From an optimization exercise on the open Yosys and OpenROAD flow, aimed at small area, a short achievable clock period and few clock cycles per item; shortcuts taken in it are not production practice. Only simulation tests tie the RTL to the original design; equivalence was not proved. Power figures rest on the tool's default switching activity, not on a simulated workload.

File: design/flow/run.sh
#!/bin/bash
# synth_recipe.tcl (not shown) runs the flow's synth.tcl, then flattens the netlist and writes it again
# the make line also repeats each setting of config.mk as NAME=value (left out here)
make -C /OpenROAD-flow-scripts/flow DESIGN_CONFIG=/design/flow/config.mk WORK_HOME=/design/flow/orfs CLKGATE_MAP_FILE= SYNTH_SCRIPT=/design/flow/synth_recipe.tcl finish
File: design/flow/design.v
module ppsb_fp_addstep (
    input  wire [31:0] x,
    input  wire [31:0] y,
    output wire [27:0] sum,    
    output wire [7:0]  eb,     
    output wire        inf     
);
    wire        x_norm = (x[30:23] != 8'd0);
    wire        y_norm = (y[30:23] != 8'd0);
    wire [7:0]  ex     = {x[30:24], x[23] | !x_norm};
    wire [7:0]  ey     = {y[30:24], y[23] | !y_norm};
    wire [8:0]  dxy    = {1'b0, ex} - {1'b0, ey};
    wire [8:0]  dyx    = {1'b0, ey} - {1'b0, ex};
    wire        eff_sub = (x[31] == y[31]);
    wire        x_big   = eff_sub ? !x[31] : !dxy[8];
    wire [7:0]  shift   = x_big ? dxy[7:0] : dyx[7:0];
    wire [30:0] larger  = x_big ? x[30:0] : y[30:0];
    wire [30:0] lesser  = x_big ? y[30:0] : x[30:0];
    wire        ls_norm = x_big ? y_norm : x_norm;
    assign inf = (larger[30:23] == 8'hFF);
    assign eb  = x_big ? ex : ey;
    wire [23:0] mb = {x_big ? x_norm : y_norm, larger[22:0]};
    wire [23:0] ms = {ls_norm, lesser[22:0]};
    reg  [26:0] r;
    reg         st;
    always @(*) begin
        r  = {ms, 3'b000};
        st = 1'b0;
        if (shift[0]) begin st = st | r[0];       r = {1'b0,  r[26:1]};  end
        if (shift[1]) begin st = st | (|r[1:0]);  r = {2'b0,  r[26:2]};  end
        if (shift[2]) begin st = st | (|r[3:0]);  r = {4'b0,  r[26:4]};  end
        if (shift[3]) begin st = st | (|r[7:0]);  r = {8'b0,  r[26:8]};  end
        if (shift[4]) begin st = st | (|r[15:0]); r = {16'b0, r[26:16]}; end
        if (shift[7:5] != 3'd0) begin
            r  = 27'd0;
            st = |ms;
        end
    end
    wire [26:0] ms_ext = {r[26:1], r[0] | st};
    assign sum = {1'b0, mb, 3'b000} + ({1'b0, ms_ext} ^ {28{eff_sub}}) + {27'd0, eff_sub};
endmodule
module ppsb_fp_roundstep (
    input  wire [27:0] sum,
    input  wire [7:0]  eb,
    input  wire        inf,
    output wire [30:0] d
);
    wire [26:0] s = sum[27] ? {sum[27:2], sum[1] | sum[0]} : sum[26:0];
    reg  [26:0] stop;
    integer     i;
    always @(*)
        for (i = 0; i <= 26; i = i + 1)
            stop[i] = (eb == 8'd27 - i[7:0]);
    wire [26:0] sz = s | stop;
    reg  [4:0]  sh;
    always @(*) begin
        sh = 5'd0;
        for (i = 0; i <= 26; i = i + 1)
            if (sz[i])
                sh = 5'd26 - i[4:0];
    end
    reg  [26:0] n;
    always @(*) begin
        n = s;
        if (sh[4]) n = {n[10:0], 16'd0};
        if (sh[3]) n = {n[18:0], 8'd0};
        if (sh[2]) n = {n[22:0], 4'd0};
        if (sh[1]) n = {n[24:0], 2'd0};
        if (sh[0]) n = {n[25:0], 1'd0};
    end
    wire [8:0] e_n  = {1'b0, eb} + {8'd0, sum[27]} - {4'd0, sh};
    wire [7:0] e_pr = n[26] ? e_n[7:0] : 8'd0;
    wire        rnd_up  = n[2] && (n[1] || n[0] || n[3]);
    wire [30:0] rounded = {e_pr, n[25:3]} + {30'd0, rnd_up};
    assign d = (inf || e_pr == 8'hFF) ? 31'h7F80_0000 : rounded;
endmodule
module ppsb_packer (
    input  wire        clk,
    input  wire        rst,
    input  wire        cfg_we,
    input  wire [4:0]  cfg_addr,
    input  wire [31:0] cfg_data,
    input  wire        in_valid,
    output wire        in_ready,
    input  wire [31:0] in_phase,
    output reg         out_valid,
    input  wire        out_ready,
    output reg  [23:0] out_px0,    
    output reg  [23:0] out_px1,    
    output reg  [23:0] out_px2,    
    output reg  [23:0] out_px3     
);
    genvar g;
    integer t;
    wire        cd_zero = (cfg_data[30:0] == 31'd0);
    wire        cd_nan  = (cfg_data[30:23] == 8'hFF) && (cfg_data[22:0] != 23'd0);
    wire [31:0] lut_wd  = rst ? 32'd0 : {cfg_data[31] & ~cd_zero, cfg_data[30:0]};
    wire        nan_wd  = !rst && cd_nan;
    wire [31:0] code_wd = rst ? 32'd0 : cfg_data;
    reg  [31:0] lut [0:16];
    reg  [16:0] lnan;
    reg  [63:0] code_tab;
    generate
        for (g = 0; g < 17; g = g + 1) begin : tab
            always @(posedge clk)
                if (rst || (cfg_we && cfg_addr == g)) begin
                    lut[g]  <= lut_wd;
                    lnan[g] <= nan_wd;
                end
        end
    endgenerate
    always @(posedge clk) begin
        if (rst || (cfg_we && cfg_addr == 5'd17))
            code_tab[31:0] <= code_wd;
        if (rst || (cfg_we && cfg_addr == 5'd18))
            code_tab[63:32] <= code_wd;
    end
    reg  [1:0] credit;
    reg  [4:0] in_plane;
    assign in_ready = !credit[1];
    wire in_fire  = in_valid && in_ready;
    wire in_last  = in_fire && (in_plane == 5'd23);
    wire out_fire = out_valid && out_ready;
    always @(posedge clk) begin
        if (rst) begin
            credit   <= 2'd0;
            in_plane <= 5'd0;
        end else begin
            credit <= credit + {1'b0, in_last} - {1'b0, out_fire};
            if (in_fire)
                in_plane <= in_last ? 5'd0 : in_plane + 5'd1;
        end
    end
    reg [31:0] v0;
    reg        val0;
    always @(posedge clk) begin
        v0   <= in_phase;
        val0 <= !rst && in_fire;
    end
    wire        v_zero = (v0[30:0] == 31'd0);
    wire        v_nan  = (v0[30:23] == 8'hFF) && (v0[22:0] != 23'd0);
    wire        v_neg  = v0[31] && !v_zero;
    wire [16:0] lut_lt_v;    
    wire [16:0] v_lt_lut;    
    generate
        for (g = 0; g < 17; g = g + 1) begin : cmp
            wire l_neg = lut[g][31];
            wire m_lt  = lut[g][30:0] < v0[30:0];
            wire m_gt  = v0[30:0] < lut[g][30:0];
            assign lut_lt_v[g] = !lnan[g] &&
                ((l_neg && !v_neg) || (!l_neg && !v_neg && m_lt) || (l_neg && v_neg && m_gt));
            assign v_lt_lut[g] = !lnan[g] &&
                ((!l_neg && v_neg) || (!l_neg && !v_neg && m_gt) || (l_neg && v_neg && m_lt));
        end
    endgenerate
    wire [15:0] match = lut_lt_v[15:0] & v_lt_lut[16:1] & {16{!v_nan}};
    reg  [15:0] fm;
    reg         seen;
    integer     b;
    always @(*) begin
        seen = 1'b0;
        for (b = 0; b < 16; b = b + 1) begin
            fm[b] = match[b] && !seen;
            seen  = seen || match[b];
        end
    end
    reg [31:0] sel_lo, sel_hi;
    reg [3:0]  sel_clo, sel_chi;
    always @(*) begin
        sel_lo  = 32'd0;
        sel_hi  = 32'd0;
        sel_clo = seen ? 4'd0 : code_tab[3:0];
        sel_chi = seen ? 4'd0 : code_tab[3:0];
        for (t = 0; t < 16; t = t + 1) begin
            sel_lo  = sel_lo  | ({32{fm[t]}} & lut[t]);
            sel_hi  = sel_hi  | ({32{fm[t]}} & lut[t + 1]);
            sel_clo = sel_clo | ({4{fm[t]}} & code_tab[4 * t +: 4]);
            sel_chi = sel_chi | ({4{fm[t]}} & code_tab[4 * ((t + 1) % 16) +: 4]);
        end
    end
    reg [31:0] v1, lo1, hi1;
    reg [3:0]  clo1, chi1;
    reg        val1;
    always @(posedge clk) begin
        v1   <= v0;
        lo1  <= sel_lo;
        hi1  <= sel_hi;
        clo1 <= sel_clo;
        chi1 <= sel_chi;
        val1 <= !rst && val0;
    end
    wire [27:0] sum_lo_w, sum_hi_w;
    wire [7:0]  eb_lo_w, eb_hi_w;
    wire        inf_lo_w, inf_hi_w;
    ppsb_fp_addstep u_alo (.x(v1),  .y(lo1), .sum(sum_lo_w), .eb(eb_lo_w), .inf(inf_lo_w));
    ppsb_fp_addstep u_ahi (.x(hi1), .y(v1),  .sum(sum_hi_w), .eb(eb_hi_w), .inf(inf_hi_w));
    reg [27:0] sum_lo2, sum_hi2;
    reg [7:0]  eb_lo2, eb_hi2;
    reg        inf_lo2, inf_hi2;
    reg [3:0]  clo2, chi2;
    reg        val2;
    always @(posedge clk) begin
        sum_lo2 <= sum_lo_w;
        sum_hi2 <= sum_hi_w;
        eb_lo2  <= eb_lo_w;
        eb_hi2  <= eb_hi_w;
        inf_lo2 <= inf_lo_w;
        inf_hi2 <= inf_hi_w;
        clo2    <= clo1;
        chi2    <= chi1;
        val2    <= !rst && val1;
    end
    wire [30:0] d_lo_w, d_hi_w;
    ppsb_fp_roundstep u_rlo (.sum(sum_lo2), .eb(eb_lo2), .inf(inf_lo2), .d(d_lo_w));
    ppsb_fp_roundstep u_rhi (.sum(sum_hi2), .eb(eb_hi2), .inf(inf_hi2), .d(d_hi_w));
    reg [30:0] d_lo3, d_hi3;
    reg [3:0]  clo3, chi3;
    reg        val3;
    always @(posedge clk) begin
        d_lo3 <= d_lo_w;
        d_hi3 <= d_hi_w;
        clo3  <= clo2;
        chi3  <= chi2;
        val3  <= !rst && val2;
    end
    wire       upper = d_hi3 < d_lo3;
    wire [3:0] code  = upper ? chi3 : clo3;
    reg [23:0] acc0, acc1, acc2, acc3;
    reg [4:0]  wb_plane;
    reg        acc_full;
    wire       to_out = acc_full && (!out_valid || out_ready);
    always @(posedge clk) begin
        if (val3) begin
            acc0[wb_plane] <= code[1];
            acc1[wb_plane] <= code[3];
            acc2[wb_plane] <= code[0];
            acc3[wb_plane] <= code[2];
        end
        if (to_out) begin
            out_px0 <= acc0;
            out_px1 <= acc1;
            out_px2 <= acc2;
            out_px3 <= acc3;
        end
    end
    always @(posedge clk) begin
        if (rst) begin
            wb_plane  <= 5'd0;
            acc_full  <= 1'b0;
            out_valid <= 1'b0;
        end else begin
            if (val3)
                wb_plane <= (wb_plane == 5'd23) ? 5'd0 : wb_plane + 5'd1;
            acc_full <= (val3 && wb_plane == 5'd23) || (acc_full && !to_out);
            if (to_out)
                out_valid <= 1'b1;
            else if (out_ready)
                out_valid <= 1'b0;
        end
    end
endmodule
File: design/flow/constraint.sdc
create_clock -name core_clock -period 35.0 [get_ports {clk}]
set_input_delay 7.0000 -clock core_clock [delete_from_list [all_inputs] [get_ports {clk}]]
set_output_delay 7.0000 -clock core_clock [all_outputs]
set_load 0.01 [all_outputs]
File: design/flow/config.mk
export PLATFORM = sky130hd
export DESIGN_NAME = ppsb_packer
export DESIGN_NICKNAME = ppsb_packer
export VERILOG_FILES = /design/flow/design.v
export SDC_FILE = /design/flow/constraint.sdc
export NUM_CORES = 4
export LEC_CHECK = 0
export CAP_MARGIN = 20
export CORE_MARGIN = 2
export CORE_UTILIZATION = 40
export SLEW_MARGIN = 20
==> impl_results.md <==
* Outcome: complete, no violations
* Setup violations, final at 0
* Post-synth top flop: edfxtp_1
* Min Clock Period, post-route at 9.04 ns
* Post-CTS sizing at 0
* Post-DP Area at 77000 sq um
* Cell taking the most area after synthesis: edfxtp_1
* CP Launch Type: primary input
* Die Y at 429 um
* Cell Count Post-Placement at 9824
* Cell Area, Synth at slightly above 70000 sq um
* Unrepaired setup endpoints after global routing: false
* Worst Hold Class: flop to flop
* Unique masters post-synth at 117
* Dpl hpwl at 208 mm
* Worst path max stage delay at 0.66 ns
* CTS tree: yes
* CP cell instances: buf_2 > buf_4 > inv_1 > nand2_2 > buf_4
* Syn Nets at between 8000 and 9000
* Total power at between 6 and 7 mW
* Drt via density at 6.22
* Slew Viols, Final at 0
* First-pass GRT wire length at 404 mm
* Most frequent cell after synthesis: nand2_1
* Post-DRT Antenna Nets at 0
* Crit-path slowest cell: nand2_2
* Hold_buf cts at 0
* Post-synth ARST share at 0%
* Crit end category: flop
* Num Clock Sinks at about 1100
* Multi-input logic area at 38000 sq um
* DRC viols at 0
* Clock buffer depth at 3
* Design Area, Final at 81300 sq um
* Yosys top cell area share at 34.0%
* Slew headroom at 20.3%
* CTS HTree Levels at 4
* Worst VDD drop at approximately 0.051 mV
* Post-synth top cells: nand2_1 (898), edfxtp_1 (817), ha_1 (672)
* Worst path arrival time at about 9.5 ns
* Initial antenna violation count at 15
* Fin cells at 10100
* Setup ws final at 25.96 ns
* Die area at 184000 sq um
* Total negative slack at 0 ns
* Starting density of the core at 40.4%
* Core area at 179000 sq um
* Die width at 429 um
* Port bufs at 171
* Fin crit share at 25.8%
* Worst hold-check slack at 0.309 ns
* Root Buffer: clkbuf_16
* Total GRT Usage at 29.4%
* Vias in the first global route at 59200
* CP Max Fanout at 55
* Post-synth EDFFs at ~820
* Power density cells at 80.7 nW/um^2
* DRT iter0 DRCs at 8360
* Final hold violation count at 0
* Setup Skew at ~0.053 ns
* IO Pins at 172
* Final GP Congestion at 0.996
* Reg clk slew, reported paths at 0.06 ns
* Worst slew pin tran at 1.19 ns
* Ranking of synthesized cells by area: edfxtp_1 (34%), ha_1 (12%), dfxtp_1 (8.5%), nand2_1 (4.7%), inv_1 (3.4%)
* Row cnt at around 160
* Register Area at 30700 sq um
* Via count at around 63000
* Clock latency (worst-skew pair) at 0.79 ns
* FMAX at 111 MHz
* CP dominant cell by count: buf_4
* Largest net degree at the start of global routing at 76
* Synth Register Bits at 1123
* GRT overflow at 0
* Filler instances at 17100
* Fin util at 45.5%
* Num CTS Buffers at 131
* Total of max-cap violations at 0
* WP data required at 35.43 ns
* Setup Fix Bufs, Post-CTS at 0
* Yosys warns at 4
* Worst slack, placed at roughly 25 ns
* DR pass1 iterations at 10
* Leak at 33.6 nW
* Cells after synthesis at 7458
* Routed length per instance at around 28 um
* Post-Route WL at 280 mm
* P&R area growth vs syn at 12.6%
* Seq/Total Area, Yosys at 42.5%
* Share of cells above drive strength 1 at 7.15%
* # nets final at 8354
* Crit Path Class: primary input to flop
* Synthesized area per cell at 9.68 sq um
-- path summary, 6_finish.rpt --
kind | start | to | slack, ns | cells past startpoint
worst max-delay path | rst | lut[4][16] | 25.96 | 5
worst max register to register | v1[24] | sum_hi2[24] | 26.10 | 28
worst min-delay path | clo1[3] | clo2[3] | 0.31 | 0
worst min register to register | clo1[3] | clo2[3] | 0.31 | 0
-- layout make-up --
class / instances / share of cell area [%]
Sequential cell: 1123 / 37.7
Clock inverter: 66 / 0.860
Clock buffer: 172 / 4.39
Tap cell: 2355 / 3.62
Multi-Input combinational cell: 5351 / 46.8
Antenna cell: 5 / 0.0154
Timing Repair Buffer: 324 / 3.54
Inverter: 671 / 3.10
-- registers in the layout (all words and copies together), names as in the netlist, 8 cells and up --
signal,cells
acc3,24
hi1,32
d_lo3,31
eb_lo2,8
out_px3,24
v0,32
code_tab,64
acc0,24
d_hi3,31
lnan,17
sum_hi2,28
out_px1,24
eb_hi2,8
acc2,24
sum_lo2,28
out_px2,24
out_px0,24
acc1,24
v1,32
lo1,32
lut,544
-- report_power, final --
group	internal (mW)	leakage, nW	switching, mW
Clock	0.768	2.07	0.596
Combinational	1.24	21.2	2.08
Sequential	1.65	10.3	0.229
-- metal layers --
layer	track usage, %	routed length (um)	share of wire (%)	vias up
li1	-	-	-	28100
met1	39.1	114000	41	30500
met2	45.7	123000	44	3414
met3	7.13	29500	11	626
met4	12.5	13200	4.7	16
met5	0	111	0.040	-
-- critical path: cells and delay by family --
family | cells | cell delay [ns]
buffers and inverters | 4 | 1.68
and+or+nand+nor | 1 | 0.66
-- kinds of logic (layout without fill, tap and decap cells) --
group / after synthesis / in the layout / synth area share [%]
AND/OR/NAND/NOR: 2283 / 2283 / 15.3
AO/OA/AOI/OAI: 1930 / 1930 / 18.8
flip-flops: 1123 / 1123 / 42.5
buffers and inverters: 984 / 1233 / 5.21
adder cells (fa/ha/maj): 678 / 678 / 11.8
multiplexers: 282 / 282 / 4.31
XOR/XNOR: 178 / 178 / 2.16
other: 0 / 5 / 0
-- cell usage in the layout (no fill, tap or decap), drive strengths merged, types with 48 or more instances in the layout --
cell	synthesis	layout
a22o	80	80
nor3	120	120
xnor2	130	130
clkbuf	239	172
a21oi	462	462
edfxtp	817	817
o2111a	66	66
a221oi	93	93
mux2i	213	213
a211oi	61	61
xor2	48	48
ha	672	672
a222oi	76	76
dfxtp	306	306
o21ai	327	327
a32oi	71	71
nor2b	146	146
nand3	221	221
nor2	340	340
mux2	51	51
nor4	76	76
inv	669	676
nand4	202	202
a21o	244	244
buf	74	154
clkdlybuf4s50	0	170
nand2	899	899
o21a	99	99
nand2b	75	75
Testbench counts, summed over its fixed seeds: cycles 18,528, items 768.

==> static timing again, ports no longer ideal <==
The results above use ideal ports. As a check the final layout listed here was re-extracted and re-timed, cells and wires unchanged.
Step 1 sets driving cells, clkbuf_16 on the clock port and buf_2 on the other inputs (assumed; they add their load-dependent delay and slew).
Step 2 adds t to the input delays and takes it off the output delays; t is the mean of the earliest and latest rising clock arrival at the registers after step 1. Input paths then give back, and output paths get back, about the clock's delay inside the block.
Slacks: no drivers / after step 1 / after step 2; pairs: no drivers / after step 1.
t (ns): 0.845
slack for setup (ns): 25.962 / 26.024 / 25.180
worst setup path after step 2: input to register
latest minus earliest clock arrival (ns): 0.053 / 0.053
After both steps this run still meets setup and hold. The setup slack of this run moves by +0.062 ns with the drivers and by -0.782 ns with both steps.
